This design comes from an exercise in tuning for small area on the open sky130 flow, not from production work. RTL that was checked went through simulation tests only; none was proved equivalent to the original. Power is estimated from default activity; no workload was simulated. The clock port is modelled as an ideal driver; clocking choices that lean on that would not hold on a real chip.

## rpi433_core
module rpi433_core (
    input  wire        clk,
    input  wire        rst,
    input  wire        rx_in,
    input  wire        cmd_valid,
    input  wire [11:0] cmd,
    input  wire [15:0] rd_addr,
    output wire        tx_out,
    output wire        tx_busy,
    output wire        rx_done,
    output wire        rx_ovr,
    output wire        cmd_err,
    output wire [2:0]  rx_stat,
    output wire [4:0]  rx_cause,
    output wire [7:0]  rx_len,
    output wire [5:0]  rx_nbytes,
    output wire [15:0] min_low,
    output wire [15:0] min_high,
    output wire [7:0]  rd_data
);
    localparam [1:0] R_IDLE = 2'd0, R_START = 2'd1, R_DATA = 2'd2;
    localparam [1:0] T_IDLE = 2'd0, T_RUN = 2'd1, T_FIN = 2'd2, T_END = 2'd3;
    localparam [1:0] G_SIG = 2'd0, G_LEN = 2'd1, G_PAY = 2'd2, G_CHK = 2'd3;
    localparam [2:0] ST_NONE = 3'd0, ST_OK = 3'd1, ST_BADTIMING = 3'd2, ST_TOOSHORT = 3'd3,
                     ST_SIGMISMATCH = 3'd4, ST_LENOVERRUN = 3'd5, ST_CHKMISMATCH = 3'd6;
    localparam [3:0] OP_TXCLR = 4'h1, OP_TXPUSH = 4'h2, OP_TXGO = 4'h3,
                     OP_RXACK = 4'h4, OP_ERRCLR = 4'h5;
    localparam [6:0] END_P = 7'd100;
    function [7:0] key_byte;
        input [3:0] i;
        key_byte = (i[3:1] != 3'd0) ? {i, i} : (i[0] ? 8'h07 : 8'hC5);
    endfunction
    function [7:0] sig_byte;
        input [1:0] i;
  ...
==> flow/config.mk <==
export PLATFORM = sky130hd
export DESIGN_NAME = rpi433_core
export DESIGN_NICKNAME = rpi433_core
export VERILOG_FILES = /design/flow/design.v
export SDC_FILE = /design/flow/constraint.sdc
export NUM_CORES = 4
export LEC_CHECK = 0
export CAP_MARGIN = 20
export CORE_MARGIN = 2
export CORE_UTILIZATION = 75
export GPL_TIMING_DRIVEN = 0
export PLACE_DENSITY = 0.88
export SLEW_MARGIN = 20
==> flow/constraint.sdc <==
create_clock -name core_clock -period 12.0 [get_ports {clk}]
set_input_delay 2.4000 -clock core_clock [delete_from_list [all_inputs] [get_ports {clk}]]
set_output_delay 2.4000 -clock core_clock [all_outputs]
set_load 0.01 [all_outputs]
standard.sh (not shown) runs the stock make flow with config.mk's settings and CLKGATE_MAP_FILE= SYNTH_SCRIPT=/design/flow/synth_recipe.tcl, a recipe that flattens the netlist after the stock synthesis.
==> flow/flow/run.sh <==
#!/bin/bash
# Layout flow: the standard flow (standard.sh) with these changes.
#  1. Synthesis is the standard one, but ABC maps the logic with flow/abc_map.script
#     (area-recovering mapping rounds) instead of ORFS's abc_speed.script, and adders
#     are left to ABC (no ADDER_MAP_FILE) instead of being mapped to ha/fa cells first.
#     Registers are mapped before ABC runs, so they are the standard synthesis's
#     registers.
#  2. Ports are buffered with sky130_fd_sc_hd__buf_1.
#  3. CTS uses clkbuf_16 with larger sink clusters and inserts no dummy loads.
#  4. The buffers synthesis puts on pass-through (constant) outputs are removed at
#     floorplan (REMOVE_ABC_BUFFERS), as timing-driven placement would otherwise do.
# Each step's output goes to a log file in this folder.
set -euo pipefail
here=$(pwd)
rm -rf "$here/scripts_abc"
cp -r "$FLOW_HOME/scripts" "$here/scripts_abc"
cp "$here/flow/abc_map.script" "$here/scripts_abc/abc_speed.script"
export REMOVE_ABC_BUFFERS=1
export BUFFER_PORTS_ARGS="-buffer_cell sky130_fd_sc_hd__buf_1"
export CTS_ARGS="-sink_clustering_enable -repair_clock_nets -sink_clustering_size 30 -sink_clustering_max_diameter 80 -buf_list sky130_fd_sc_hd__clkbuf_16 -dont_use_dummy_load"
SCRIPTS_DIR="$here/scripts_abc" ADDER_MAP_FILE= bash standard.sh synth > "$here/synth.log" 2>&1
bash standard.sh > "$here/layout.log" 2>&1
==> flow/flow/abc_map.script <==
&get -n
&st
&dc2
&dch -f
&nf -R 1000 -p -F 8 -A 4
&st
&syn2
&dc2
&if -g -K 6
&synch2
&nf -R 1000 -p -F 8 -A 4
&st
&syn2
&if -g -K 6
&synch2
&nf -R 1000 -p -F 8 -A 4
&st
&dc2
&dch -f
&nf -R 1000 -p -F 8 -A 4
&put
topo
stime -c
dnsize -c
The starting point completed without violations.
Rerun with:
--- a/flow/flow/run.sh
+++ b/flow/flow/run.sh
@@ -18,5 +18,5 @@
 export REMOVE_ABC_BUFFERS=1
 export BUFFER_PORTS_ARGS="-buffer_cell sky130_fd_sc_hd__buf_1"
-export CTS_ARGS="-sink_clustering_enable -repair_clock_nets -sink_clustering_size 30 -sink_clustering_max_diameter 80 -buf_list sky130_fd_sc_hd__clkbuf_16 -dont_use_dummy_load"
+export CTS_ARGS="-sink_clustering_enable -repair_clock_nets -sink_clustering_size 34 -sink_clustering_max_diameter 60 -buf_list sky130_fd_sc_hd__clkbuf_16 -dont_use_dummy_load"
 SCRIPTS_DIR="$here/scripts_abc" ADDER_MAP_FILE= bash standard.sh synth > "$here/synth.log" 2>&1
 bash standard.sh > "$here/layout.log" 2>&1
--- a/flow/config.mk
+++ b/flow/config.mk
@@ -8,6 +8,6 @@
 export CAP_MARGIN = 20
 export CORE_MARGIN = 2
-export CORE_UTILIZATION = 75
+export CORE_UTILIZATION = 65
 export GPL_TIMING_DRIVEN = 0
-export PLACE_DENSITY = 0.88
+export PLACE_DENSITY = 0.8
 export SLEW_MARGIN = 20
Total power rose slightly; via count falls by a few percent; design area grows slightly; sequential share of layout area went down by 0.59 points; fmax hardly moves; clock-buffer cell count went up by 7; cell count is higher by a few percent.
Rerun with:
--- a/flow/flow/run.sh
+++ b/flow/flow/run.sh
@@ -18,5 +18,5 @@
 export REMOVE_ABC_BUFFERS=1
 export BUFFER_PORTS_ARGS="-buffer_cell sky130_fd_sc_hd__buf_1"
-export CTS_ARGS="-sink_clustering_enable -repair_clock_nets -sink_clustering_size 34 -sink_clustering_max_diameter 60 -buf_list sky130_fd_sc_hd__clkbuf_16 -dont_use_dummy_load"
+export CTS_ARGS="-sink_clustering_enable -repair_clock_nets -sink_clustering_size 30 -sink_clustering_max_diameter 80 -buf_list sky130_fd_sc_hd__clkbuf_16 -dont_use_dummy_load"
 SCRIPTS_DIR="$here/scripts_abc" ADDER_MAP_FILE= bash standard.sh synth > "$here/synth.log" 2>&1
 bash standard.sh > "$here/layout.log" 2>&1
Hold slack loses 0.015 ns.
Clock-buffer cell count decreases by 6.
Final area decreases by 0.48%.
Worst setup slack gains 0.033 ns.
Sequential share of layout area increases by 0.29 points.
Die area is unchanged.
Area after synthesis does not change.
Utilization decreases by 0.34 points.

---

lagoon:
Another version of the RTL of rpi433_core (not shown whole).
Size in the first run: about 2600 cells after synthesis, about 980 flip-flops, about 99 I/O pins, ~34000 um^2 of cells after synthesis.
==> flow/config.mk <==
export PLATFORM = sky130hd
export DESIGN_NAME = rpi433_core
export DESIGN_NICKNAME = rpi433_core
export VERILOG_FILES = /design/flow/design.v
export SDC_FILE = /design/flow/constraint.sdc
export NUM_CORES = 4
export LEC_CHECK = 0
export CAP_MARGIN = 20
export CORE_MARGIN = 2
export CORE_UTILIZATION = 40
export CTS_BUF_LIST = sky130_fd_sc_hd__clkbuf_8
export CTS_CLUSTER_DIAMETER = 50
export CTS_CLUSTER_SIZE = 18
export SLEW_MARGIN = 20
==> flow/constraint.sdc <==
create_clock -name core_clock -period 12.0 [get_ports {clk}]
set_input_delay 2.4000 -clock core_clock [delete_from_list [all_inputs] [get_ports {clk}]]
set_output_delay 2.4000 -clock core_clock [all_outputs]
set_load 0.01 [all_outputs]
==> flow/flow/run.sh <==
#!/bin/bash
# Standard layout, with the smallest buffer on the ports and no dummy clock loads.
set -euo pipefail
export BUFFER_PORTS_ARGS="-buffer_cell sky130_fd_sc_hd__buf_1"
export CTS_ARGS="-sink_clustering_enable -repair_clock_nets -sink_clustering_size 20 -sink_clustering_max_diameter 45 -buf_list sky130_fd_sc_hd__clkbuf_8 -dont_use_dummy_load"
bash standard.sh > flow.log 2>&1
Changes in violet relative to lagoon:
==> flow/flow/run.sh <==
#!/bin/bash
# Standard layout, with the smallest buffer on the ports and no dummy clock loads.
set -euo pipefail
export BUFFER_PORTS_ARGS="-buffer_cell sky130_fd_sc_hd__buf_1"
export CTS_ARGS="-sink_clustering_enable -repair_clock_nets -sink_clustering_size 18 -sink_clustering_max_diameter 50 -buf_list sky130_fd_sc_hd__clkbuf_8 -dont_use_dummy_load"
bash standard.sh > flow.log 2>&1
[summary]
All of violet and lagoon finish clean. Total power in violet is 1.4% lower than in lagoon. For global-route usage, lagoon and violet come out practically identical. The more densely filled core belongs to lagoon, not violet. violet against lagoon: routed length per placed instance did not really move, share of the clock period used by the worst path did not really move.
> inputs changed (violet -> garnet)
==> flow/flow/run.sh <==
#!/bin/bash
# Standard layout, with the smallest buffer on the ports and no dummy clock loads.
set -euo pipefail
export BUFFER_PORTS_ARGS="-buffer_cell sky130_fd_sc_hd__buf_1"
export CTS_ARGS="-sink_clustering_enable -repair_clock_nets -sink_clustering_size 28 -sink_clustering_max_diameter 40 -buf_list sky130_fd_sc_hd__clkbuf_16 -dont_use_dummy_load"
bash standard.sh > flow.log 2>&1
==> comparison <==
Looking at final area, garnet sits about 4.4% above violet.
When the final numbers for violet and garnet were put side by side, the total of fill cells in the finished design turned out to be smaller in garnet.
When garnet is measured against violet, its relative area change from synthesis to final layout turns out 4.7 points higher.
Compared garnet against violet; power dissipated in sequential cells within noise.
No functional check of the RTL was part of any run of this note.

---

JK:
rpi433_core, a different RTL version from the one above (not shown whole).
Size in the first run: about 2700 cells after synthesis, roughly 980 flip-flops, roughly 99 I/O pins.
clock: 12.0 ns
lec_check: 0
cap_margin: 20
core_margin: 2
core_utilization: 40
cts_buf_list: sky130_fd_sc_hd__clkbuf_8
cts_cluster_diameter: 50
cts_cluster_size: 18
slew_margin: 20
==> flow/flow/run.sh <==
#!/bin/bash
# Layout flow: the standard flow (standard.sh) with three changes.
#  1. Synthesis is the standard one, but ABC maps the logic with flow/abc_map.script
#     (area-recovering mapping rounds) instead of ORFS's abc_speed.script. Registers are
#     mapped before ABC runs, so they are the standard synthesis's registers.
#  2. Ports are buffered with sky130_fd_sc_hd__buf_1.
#  3. CTS uses clkbuf_16 with larger sink clusters and inserts no dummy loads.
# Each step's output goes to a log file in this folder.
set -euo pipefail
here=$(pwd)
rm -rf "$here/scripts_abc"
cp -r "$FLOW_HOME/scripts" "$here/scripts_abc"
cp "$here/flow/abc_map.script" "$here/scripts_abc/abc_speed.script"
export BUFFER_PORTS_ARGS="-buffer_cell sky130_fd_sc_hd__buf_1"
export CTS_ARGS="-sink_clustering_enable -repair_clock_nets -sink_clustering_size 26 -sink_clustering_max_diameter 70 -buf_list sky130_fd_sc_hd__clkbuf_16 -dont_use_dummy_load"
SCRIPTS_DIR="$here/scripts_abc" bash standard.sh synth > "$here/synth.log" 2>&1
bash standard.sh > "$here/layout.log" 2>&1
Scripts as last shown in full above: flow/flow/abc_map.script
JK ran to completion and came out clean on the timing, DRC and antenna checks.
[inputs] MS vs JK
--- a/flow/flow/run.sh
+++ b/flow/flow/run.sh
@@ -4,2 +4,4 @@
-#     (area-recovering mapping rounds) instead of ORFS's abc_speed.script. Registers are
-#     mapped before ABC runs, so they are the standard synthesis's registers.
+#     (area-recovering mapping rounds) instead of ORFS's abc_speed.script, and adders
+#     are left to ABC (no ADDER_MAP_FILE) instead of being mapped to ha/fa cells first.
+#     Registers are mapped before ABC runs, so they are the standard synthesis's
+#     registers.
@@ -16 +18 @@
-SCRIPTS_DIR="$here/scripts_abc" bash standard.sh synth > "$here/synth.log" 2>&1
+SCRIPTS_DIR="$here/scripts_abc" ADDER_MAP_FILE= bash standard.sh synth > "$here/synth.log" 2>&1
- In terms of area added between synthesis and finish, JK and MS differ only marginally.
- Clock-cell share of area delta (MS -> JK): insignificant
- Compared with JK, in MS design area dropped 2.4%, routed wire length saw a decrease, non-clock buffer count increased 5.4%.
- From JK to MS the numbers moved as follows: minimum period implied by the final worst setup slack higher; vias after detailed routing lower; all-layer global routing usage roughly the same.
No functional check of the RTL was part of any run of this note.

[separate check: timing with driven ports]
In the flow no input, the clock included, has a driving cell. The finished layouts below were timed again as built, in two steps.
Step 1 sets driving cells, clkbuf_16 on the clock port and buf_2 on the other inputs (assumed; they add their load-dependent delay and slew).
Step 2 times the ports against the registers' clock, not the clock port: input delays grow and output delays shrink by t, the midpoint of the rising clock arrivals with the driver on.
Slacks: ideal ports / drivers / drivers and shift; pairs: ideal ports / drivers.
| run | t, ns | slack for setup (ns) | worst hold slack (ns) | latest minus earliest clock arrival (ns) | pins driven straight from the clock port |
|---|---|---|---|---|---|
| the first run of note 1 | 0.645 | 2.556 / 2.497 / 2.497 | 0.308 / 0.308 / 0.308 | 0.078 / 0.078 | 1 |
| the second run of note 1 | 0.663 | 2.548 / 2.483 / 2.483 | 0.313 / 0.313 / 0.313 | 0.068 / 0.068 | 1 |
| the third run of note 1 | 0.655 | 2.580 / 2.517 / 2.517 | 0.298 / 0.298 / 0.298 | 0.102 / 0.102 | 1 |
| lagoon | 0.744 | 3.843 / 3.820 / 3.820 | 0.257 / 0.257 / 0.257 | 0.147 / 0.146 | 1 |
| violet | 0.742 | 3.831 / 3.807 / 3.807 | 0.242 / 0.242 / 0.242 | 0.133 / 0.133 | 1 |
| garnet | 0.700 | 3.770 / 3.747 / 3.747 | 0.232 / 0.232 / 0.232 | 0.136 / 0.135 | 1 |
| JK | 0.676 | 2.644 / 2.620 / 2.620 | 0.300 / 0.300 / 0.300 | 0.130 / 0.129 | 1 |
| MS | 0.669 | 2.377 / 2.335 / 2.335 | 0.263 / 0.263 / 0.263 | 0.122 / 0.121 | 1 |
After both steps every run listed still meets setup and hold. For the second run of note 1, which loses most, drivers alone change the setup slack by -0.065 ns; drivers and shift together by -0.065 ns.
